Context: an optimization exercise on an open-source flow, tuned for small area, a short achievable clock period and few clock cycles. The choices shown serve that exercise and are no tape-out recipe.
In this exercise RTL edits were held to simulation tests only and were not proved equivalent to the original.
Power figures rest on the tool's default switching activity, not on a simulated workload.

==> v31: inputs <==
==> flow/design.v (excerpt) <==
module ft300_stream (
    input  wire         clk,
    input  wire         rst,             
    input  wire         ev_valid,
    input  wire [10:0]  ev,              
    input  wire [31:0]  now,             
    output wire         ev_ready,
    output reg          meas_valid,
    output reg  [107:0] meas_h,          
    output wire [383:0] meas_f,          
    output reg  [31:0]  meas_freq,       
    output reg          stop_valid,
    output wire [2:0]   st,
    output wire [1:0]   err,
    output wire [1:0]   err_detail,
    output wire         xport_held,
    output wire         zero_valid,
    output wire         cancel_pending,
    output wire [4:0]   clen,
    output wire [31:0]  count
);
Settings: LEC_CHECK=0, ABC_AREA=1, CAP_MARGIN=20, CORE_MARGIN=2, CORE_UTILIZATION=40, SLEW_MARGIN=20; clock period 15.0 ns.
run.sh (not shown) runs the stock make flow with config.mk's settings and CLKGATE_MAP_FILE= SYNTH_SCRIPT=/design/flow/synth_recipe.tcl, a recipe that flattens the netlist after the stock synthesis.
==> v26 (differences from v31) <==
--- a/flow/design.v
+++ b/flow/design.v
@@ -3,13 +3,13 @@
     input  wire         rst,             
     input  wire         ev_valid,
     input  wire [10:0]  ev,              
     input  wire [31:0]  now,             
     output wire         ev_ready,
     output reg          meas_valid,
-    output reg  [107:0] meas_h,          
+    output wire [107:0] meas_h,          
     output wire [383:0] meas_f,          
     output reg  [31:0]  meas_freq,       
     output reg          stop_valid,
     output wire [2:0]   st,
     output wire [1:0]   err,
     output wire [1:0]   err_detail,
@@ -35,14 +35,14 @@
     localparam [1:0] ERR_PROTOCOL  = 2'b11;
     localparam [1:0] DET_NONE    = 2'b00;
     localparam [1:0] DET_TIMEOUT = 2'b01;
     localparam [1:0] DET_LENGTH  = 2'b10;
     localparam [1:0] DET_CRC     = 2'b11;
     localparam [15:0] CRC_AFTER_MARKER = 16'h4498;
-    localparam [51:0] N_ONE  = 52'd1000000;               
-    localparam [51:0] N_ONEN = 52'd1000000 << 32;         
+    localparam [45:0] N_ONE  = 46'd15625;                 
+    localparam [45:0] N_ONEN = 46'd15625 << 32;           
     reg [2:0]   st_q;
     reg [4:0]   clen_q;
     reg         m1_q;
     reg [15:0]  crc_q;
     reg         zero_valid_q;
     reg [31:0]  count_q;
@@ -245,18 +245,22 @@
             endcase
         end
     end
     wire [16:0] dC1 = {1'b0, hB_q} - {1'b0, zB_q};      
     wire [16:0] dC2 = {1'b0, zB_q} - {1'b0, hB_q};      
     wire [15:0] aC  = dC1[16] ? dC2[15:0] : dC1[15:0];
+    reg [16:0] mh_q [0:5];
+    assign meas_h = {{4{mh_q[5][16]}}, mh_q[5][13:0], {4{mh_q[4][16]}}, mh_q[4][13:0],
+                     {4{mh_q[3][16]}}, mh_q[3][13:0], mh_q[2][16], mh_q[2],
+                     mh_q[1][16], mh_q[1], mh_q[0][16], mh_q[0]};
     integer j;
     always @(posedge clk) begin
         if (vB_q) begin
             for (j = 0; j < 6; j = j + 1)
                 if (axB_q == j[2:0])
-                    meas_h[18*j +: 18] <= {dC1[16], dC1};
+                    mh_q[j] <= dC1;
         end
     end
     reg  [15:0] aC_q;
     reg         vC_q;
     reg  [2:0]  axC_q;
     always @(posedge clk) begin
@@ -270,39 +274,40 @@
         lzc = 4'd0;
         for (s = 0; s < 16; s = s + 1)
             if (aC_q[s])
                 lzc = 4'd15 - s[3:0];
     end
     wire [15:0] xD = aC_q << lzc;
-    reg  [1:0]  qd;
+    reg  [2:0]  qd;
     reg  [4:0]  rd;
     always @* begin
-        {qd[1], rd} = step25({1'b0, xD[15:11]});
-        {qd[0], rd} = step25({rd, xD[10]});
+        {qd[2], rd} = step25({1'b0, xD[15:11]});
+        {qd[1], rd} = step25({rd, xD[10]});
+        {qd[0], rd} = step25({rd, xD[9]});
     end
-    reg  [1:0]  qD_q;
+    reg  [2:0]  qD_q;
     reg  [4:0]  rD_q;
-    reg  [9:0]  xD_q;
+    reg  [8:0]  xD_q;
     reg  [3:0]  lzD_q;
     reg         nzD_q, vD_q;
     reg  [2:0]  axD_q;
     always @(posedge clk) begin
         qD_q  <= qd;
         rD_q  <= rd;
-        xD_q  <= xD[9:0];
+        xD_q  <= xD[8:0];
         lzD_q <= lzc;
         nzD_q <= (aC_q != 16'd0);
         vD_q  <= vC_q;
         axD_q <= axC_q;
     end
-    reg  [4:0]  qe;
+    reg  [3:0]  qe;
     reg  [4:0]  re;
     integer     ie;
     always @* begin
         re = rD_q;
-        for (ie = 4; ie >= 0; ie = ie - 1)
+        for (ie = 3; ie >= 0; ie = ie - 1)
             {qe[ie], re} = step25({re, xD_q[5 + ie]});
     end
     reg  [6:0]  qE_q;
     reg  [4:0]  rE_q;
     reg  [4:0]  xE_q;
     reg  [3:0]  lzE_q;
@@ -314,50 +319,56 @@
         xE_q  <= xD_q[4:0];
         lzE_q <= lzD_q;
         nzE_q <= nzD_q;
         vE_q  <= vD_q;
         axE_q <= axD_q;
     end
-    reg  [4:0]  qf;
+    reg  [3:0]  qf;
     reg  [4:0]  rf;
     integer     jf;
     always @* begin
         rf = rE_q;
-        for (jf = 4; jf >= 0; jf = jf - 1)
-            {qf[jf], rf} = step25({rf, xE_q[jf]});
+        for (jf = 3; jf >= 0; jf = jf - 1)
+            {qf[jf], rf} = step25({rf, xE_q[jf + 1]});
     end
-    reg  [11:0] qF_q;
+    reg  [10:0] qF_q;
     reg  [4:0]  rF_q;
+    reg         xF_q;
     reg  [3:0]  lzF_q;
     reg         nzF_q, vF_q;
     reg  [2:0]  axF_q;
     always @(posedge clk) begin
         qF_q  <= {qE_q, qf};
         rF_q  <= rf;
+        xF_q  <= xE_q[0];
         lzF_q <= lzE_q;
         nzF_q <= nzE_q;
         vF_q  <= vE_q;
         axF_q <= axE_q;
     end
+    wire        qg0;
+    wire [4:0]  rG;
+    assign {qg0, rG} = step25({rF_q, xF_q});
+    wire [11:0] qG = {qF_q, qg0};
     reg  [19:0] pat;
     always @* begin
-        case (rF_q)
+        case (rG)
         5'd0:  pat = 20'd0;       5'd1:  pat = 20'd41943;   5'd2:  pat = 20'd83886;
         5'd3:  pat = 20'd125829;  5'd4:  pat = 20'd167772;  5'd5:  pat = 20'd209715;
         5'd6:  pat = 20'd251658;  5'd7:  pat = 20'd293601;  5'd8:  pat = 20'd335544;
         5'd9:  pat = 20'd377487;  5'd10: pat = 20'd419430;  5'd11: pat = 20'd461373;
         5'd12: pat = 20'd503316;  5'd13: pat = 20'd545259;  5'd14: pat = 20'd587202;
         5'd15: pat = 20'd629145;  5'd16: pat = 20'd671088;  5'd17: pat = 20'd713031;
         5'd18: pat = 20'd754974;  5'd19: pat = 20'd796917;  5'd20: pat = 20'd838860;
         5'd21: pat = 20'd880803;  5'd22: pat = 20'd922746;  5'd23: pat = 20'd964689;
         5'd24: pat = 20'd1006632;
         default: pat = 20'd0;
         endcase
     end
-    wire        q12  = qF_q[11];
-    wire [10:0] mhiG = q12 ? qF_q[10:0] : {qF_q[9:0], pat[19]};
+    wire        q12  = qG[11];
+    wire [10:0] mhiG = q12 ? qG[10:0] : {qG[9:0], pat[19]};
     wire [19:0] mmdG = q12 ? pat : {pat[18:0], pat[19]};
     wire [3:0]  l4G  = q12 ? {pat[2:0], pat[19]} : {pat[1:0], pat[19:18]};
     wire        gG   = q12 ? pat[18] : pat[17];
     wire [3:0]  mloG = l4G + {3'd0, gG};
     wire [4:0]  exG  = 5'd16 - {1'b0, lzF_q} - {4'd0, !q12};    
     reg [10:0] mhi_q [0:5];
@@ -378,61 +389,63 @@
                 end
         end
     end
     genvar g;
     generate
         for (g = 0; g < 6; g = g + 1) begin : gf
-            assign meas_f[64*g +: 64] = {meas_h[18*g+17],
+            assign meas_f[64*g +: 64] = {mh_q[g][16],
                                          ex_q[g][5], {6{ex_q[g][4]}}, ex_q[g][3], ex_q[g][2:0],
                                          mhi_q[g], mmd_q[g], mmd_q[g][19:3], mlo_q[g]};
         end
     endgenerate
     reg [1:0]  dph_q;            
     reg [31:0] d_q;              
     reg [31:0] p_q;              
     reg [20:0] s_q;              
     reg [32:0] q_q;              
-    reg [32:0] qp_q;             
     reg [5:0]  cnt_q;            
     reg        sat_q, zres_q;    
-    reg [51:0] nacc_q;           
-    reg [51:0] nn_q;             
-    reg [6:0]  kn_q;             
+    reg [45:0] nacc_q;           
+    reg [6:0]  kc_q;             
+    reg [6:0]  khi_q;            
+    reg [6:0]  klo_q;            
+    reg        fast_q;           
     reg        tcap_q;
     reg        nrst_q;           
-    wire       cwrap   = (count_q == 32'hFFFF_FFFF);
-    wire [51:0] nacc_nx = cwrap ? N_ONE : nacc_q + N_ONE;
+    reg        cwrap_q;          
+    wire       cwrap   = cwrap_q;
+    always @(posedge clk)
+        cwrap_q <= (count_q == 32'hFFFF_FFFF);
+    wire [45:0] nacc_nx = cwrap ? N_ONE : nacc_q + N_ONE;
     reg [4:0]  lze;
     integer    s2;
     always @* begin
         lze = 5'd0;
         for (s2 = 0; s2 < 32; s2 = s2 + 1)
             if (d_q[s2])
                 lze = 5'd31 - s2[4:0];
     end
     wire       ezero = (d_q == 32'd0);
-    wire [6:0] stepsb = kn_q + {2'd0, lze};
-    wire       satc   = ezero || (!cwrap && stepsb > 7'd50);
-    wire       zresc  = cwrap || (stepsb <= 7'd16);
-    wire [6:0] c_init = stepsb - 7'd16;
+    wire       satc   = ezero || (!cwrap && {2'd0, lze} > khi_q);       
+    wire       zresc  = cwrap || ({2'd1, lze} <= klo_q);                
+    wire [6:0] c_init = kc_q + {2'd0, lze};
     wire [32:0] tr  = {p_q, s_q[20]};
     wire [33:0] r1  = {1'b0, tr} - {2'b00, d_q};
     wire        dg  = !r1[33];
     wire [31:0] pn  = dg ? r1[31:0] : tr[31:0];
     wire        nzp = dg ? (tr != {1'b0, d_q}) : (tr != 33'd0);
     wire        rinc  = dg && (nzp || q_q[0]);
-    wire [32:0] qres  = rinc ? qp_q : q_q;
-    wire        done  = busy_q && dph_q[1] && (cnt_q == 6'd1);
+    wire [32:0] qinc  = q_q + 33'd1;
+    wire [32:0] qres  = rinc ? qinc : q_q;
+    wire        done  = busy_q && dph_q[1] && (fast_q || cnt_q == 6'd1);
     always @(posedge clk) begin
-        p_q   <= dph_q[1] ? pn : {1'b0, nn_q[51:21]};
-        s_q   <= dph_q[1] ? {s_q[19:0], 1'b0} : nn_q[20:0];
         q_q   <= dph_q[1] ? {q_q[31:0], dg} : 33'd0;
-        qp_q  <= dph_q[1] ? (dg ? {qp_q[31:0], 1'b0} : {q_q[31:0], 1'b1}) : 33'd1;
-        cnt_q <= dph_q[1] ? cnt_q - 6'd1 : ((satc || zresc) ? 6'd1 : c_init[5:0]);
+        cnt_q <= dph_q[1] ? cnt_q - 6'd1 : c_init[5:0];
         sat_q <= dph_q[1] ? sat_q : satc;
         zres_q <= dph_q[1] ? zres_q : zresc;
+        fast_q <= dph_q[1] ? fast_q : (satc || zresc);
         if (sat_q || (!zres_q && qres[32]))
             meas_freq <= 32'hFFFF_FFFF;
         else if (zres_q)
             meas_freq <= 32'd0;
         else
             meas_freq <= qres[31:0];
@@ -576,23 +589,41 @@
                 end
             end
             default: ;  
             endcase
         end
         nrst_q <= nreset;
+        if (busy_q && dph_q == 2'd1)
+            nacc_q <= nacc_nx;
         if (nrst_q) begin
             nacc_q <= N_ONE;
-            nn_q   <= N_ONEN;
-            kn_q   <= 7'd6;
-        end else if (busy_q && dph_q == 2'd1) begin
-            nacc_q <= nacc_nx;
-            nn_q   <= nacc_nx;
-            kn_q   <= 7'd38;
-        end else if (nn_q[51:44] == 8'd0) begin
-            nn_q   <= nn_q << 8;
-            kn_q   <= kn_q - 7'd8;
-        end else if (!nn_q[51]) begin
-            nn_q   <= nn_q << 1;
-            kn_q   <= kn_q - 7'd1;
+            p_q    <= {1'b0, N_ONEN[45:15]};
+            s_q    <= {N_ONEN[14:0], 6'd0};
+            kc_q   <= 7'd6 - 7'd16;
+            khi_q  <= 7'd50 - 7'd6;
+            klo_q  <= 7'd48 - 7'd6;
+        end else if (busy_q) begin
+            if (done) begin
+                p_q    <= {1'b0, nacc_q[45:15]};
+                s_q    <= {nacc_q[14:0], 6'd0};
+                kc_q   <= 7'd38 - 7'd16;
+                khi_q  <= 7'd50 - 7'd38;
+                klo_q  <= 7'd48 - 7'd38;
+            end else if (dph_q[1]) begin
+                p_q    <= pn;
+                s_q    <= {s_q[19:0], 1'b0};
+            end
+        end else if (p_q[30:23] == 8'd0) begin
+            p_q    <= {1'b0, p_q[22:0], s_q[20:13]};
+            s_q    <= {s_q[12:0], 8'd0};
+            kc_q   <= kc_q - 7'd8;
+            khi_q  <= khi_q + 7'd8;
+            klo_q  <= klo_q + 7'd8;
+        end else if (!p_q[30]) begin
+            p_q    <= {1'b0, p_q[29:0], s_q[20]};
+            s_q    <= {s_q[19:0], 1'b0};
+            kc_q   <= kc_q - 7'd1;
+            khi_q  <= khi_q + 7'd1;
+            klo_q  <= klo_q + 7'd1;
         end
     end
 endmodule
==> flow/flow/run.sh (new file) <==
#!/bin/bash
# The standard layout (standard.sh: standard synthesis and ORFS flow),
# with two changes to how the layout is made:
#  - timing repair aims for 10.0 ns of setup slack at the design's clock, so
#    repair_timing keeps sizing and buffering paths the 15 ns clock alone
#    would leave as synthesized (SETUP_SLACK_MARGIN);
#  - ports are buffered with sky130_fd_sc_hd__buf_1 rather than the default
#    choice of buffer_ports (every port still gets its buffer).
# The clock, its period and the constraints are the design's (constraint.sdc).
set -euo pipefail
export SETUP_SLACK_MARGIN=10.0
export BUFFER_PORTS_ARGS="-buffer_cell sky130_fd_sc_hd__buf_1"
bash standard.sh > standard_flow.log 2>&1
==> flow/standard.sh (new file) <==
#!/bin/bash
# synth_recipe.tcl (not shown) runs the flow's synth.tcl, then flattens the netlist and writes it again
# the make line also repeats each setting of config.mk as NAME=value (left out here)
make -C /OpenROAD-flow-scripts/flow DESIGN_CONFIG=/design/flow/config.mk WORK_HOME=/design/flow/orfs CLKGATE_MAP_FILE= SYNTH_SCRIPT=/design/flow/synth_recipe.tcl "${@:-finish}"
CORE_UTILIZATION = 65   (was 40)
CTS_BUF_LIST = sky130_fd_sc_hd__clkbuf_4   (was not set)
removed: flow/run.sh
==> qor summary <==
quantity                                                                     v26           v31
Status                                          no timing/DRC/antenna violations  no timing/DRC/antenna violations
Critical path depth in cells                                                   3            32
Count of cell types in the netlist                                            74            73
Final period util                                                          0.332         0.374
Vias in the first global route                                            37,400        36,500
Worst Setup SP                                                             clr_q        d_q[1]
Multi-input combinational area share                                       0.362         0.311
Highest Clock Rate                                                     0.201 GHz     0.178 GHz
Met3 WL post-DR                                                          11.8 mm       8.77 mm
Number of rows in the core area                                               98           127
Yosys top cell area share                                                  0.331         0.325
Vias per inst                                                               5.67          5.06
Sequential power                                                         3.23 mW       3.41 mW
Net Count, Synth                                                           5,717         5,668
Area occupied by multi-input gates                                  19,200 sq um  18,500 sq um
Met1 Usage GRT                                                             0.440         0.263
Clock latency of the later-clocked register in the worst-skew pair       1.12 ns       0.71 ns
Initial antenna violation count                                                5            13
Part of the Yosys area used for sequential elements                        0.507         0.530
Inverters, non-clock                                                         703           717
Global placement routability congestion                                    0.965         0.905
Number of instances in the synthesized netlist                             5,465         5,426
Hold path start                                                          qD_q[2]      axD_q[1]
Sinks on the clock net                                                       937         1,025
Testbench counts of v31, summed over its fixed seeds: cycles 17,529.
Testbench counts of v26, summed over its fixed seeds: cycles 17,529.

==> port drivers added, routing unchanged <==
Ports are ideal in the flow. The routed layouts listed here were re-timed in OpenROAD.
Step 1: set_driving_cell puts a clkbuf_16 on clk and a buf_2 on each other input, an assumption about the parent block.
Step 2 times the ports against the registers' clock, not the clock port: input delays grow and output delays shrink by t, the midpoint of the rising clock arrivals with the driver on.
Slacks: no drivers / after step 1 / after step 2; pairs: no drivers / after step 1.
run	t, ns	setup WS [ns]	slew at the worst register clock pin (ns)	pins driven straight from the clock port
v31	0.774	9.391 / 9.391 / 8.893	0.07 / 0.07	1
v26	1.145	10.025 / 9.958 / 9.598	0.08 / 0.08	1
After both steps setup and hold are still met in every run listed. For v31, which loses most, drivers alone change the setup slack by 0.000 ns; drivers and shift together by -0.498 ns.
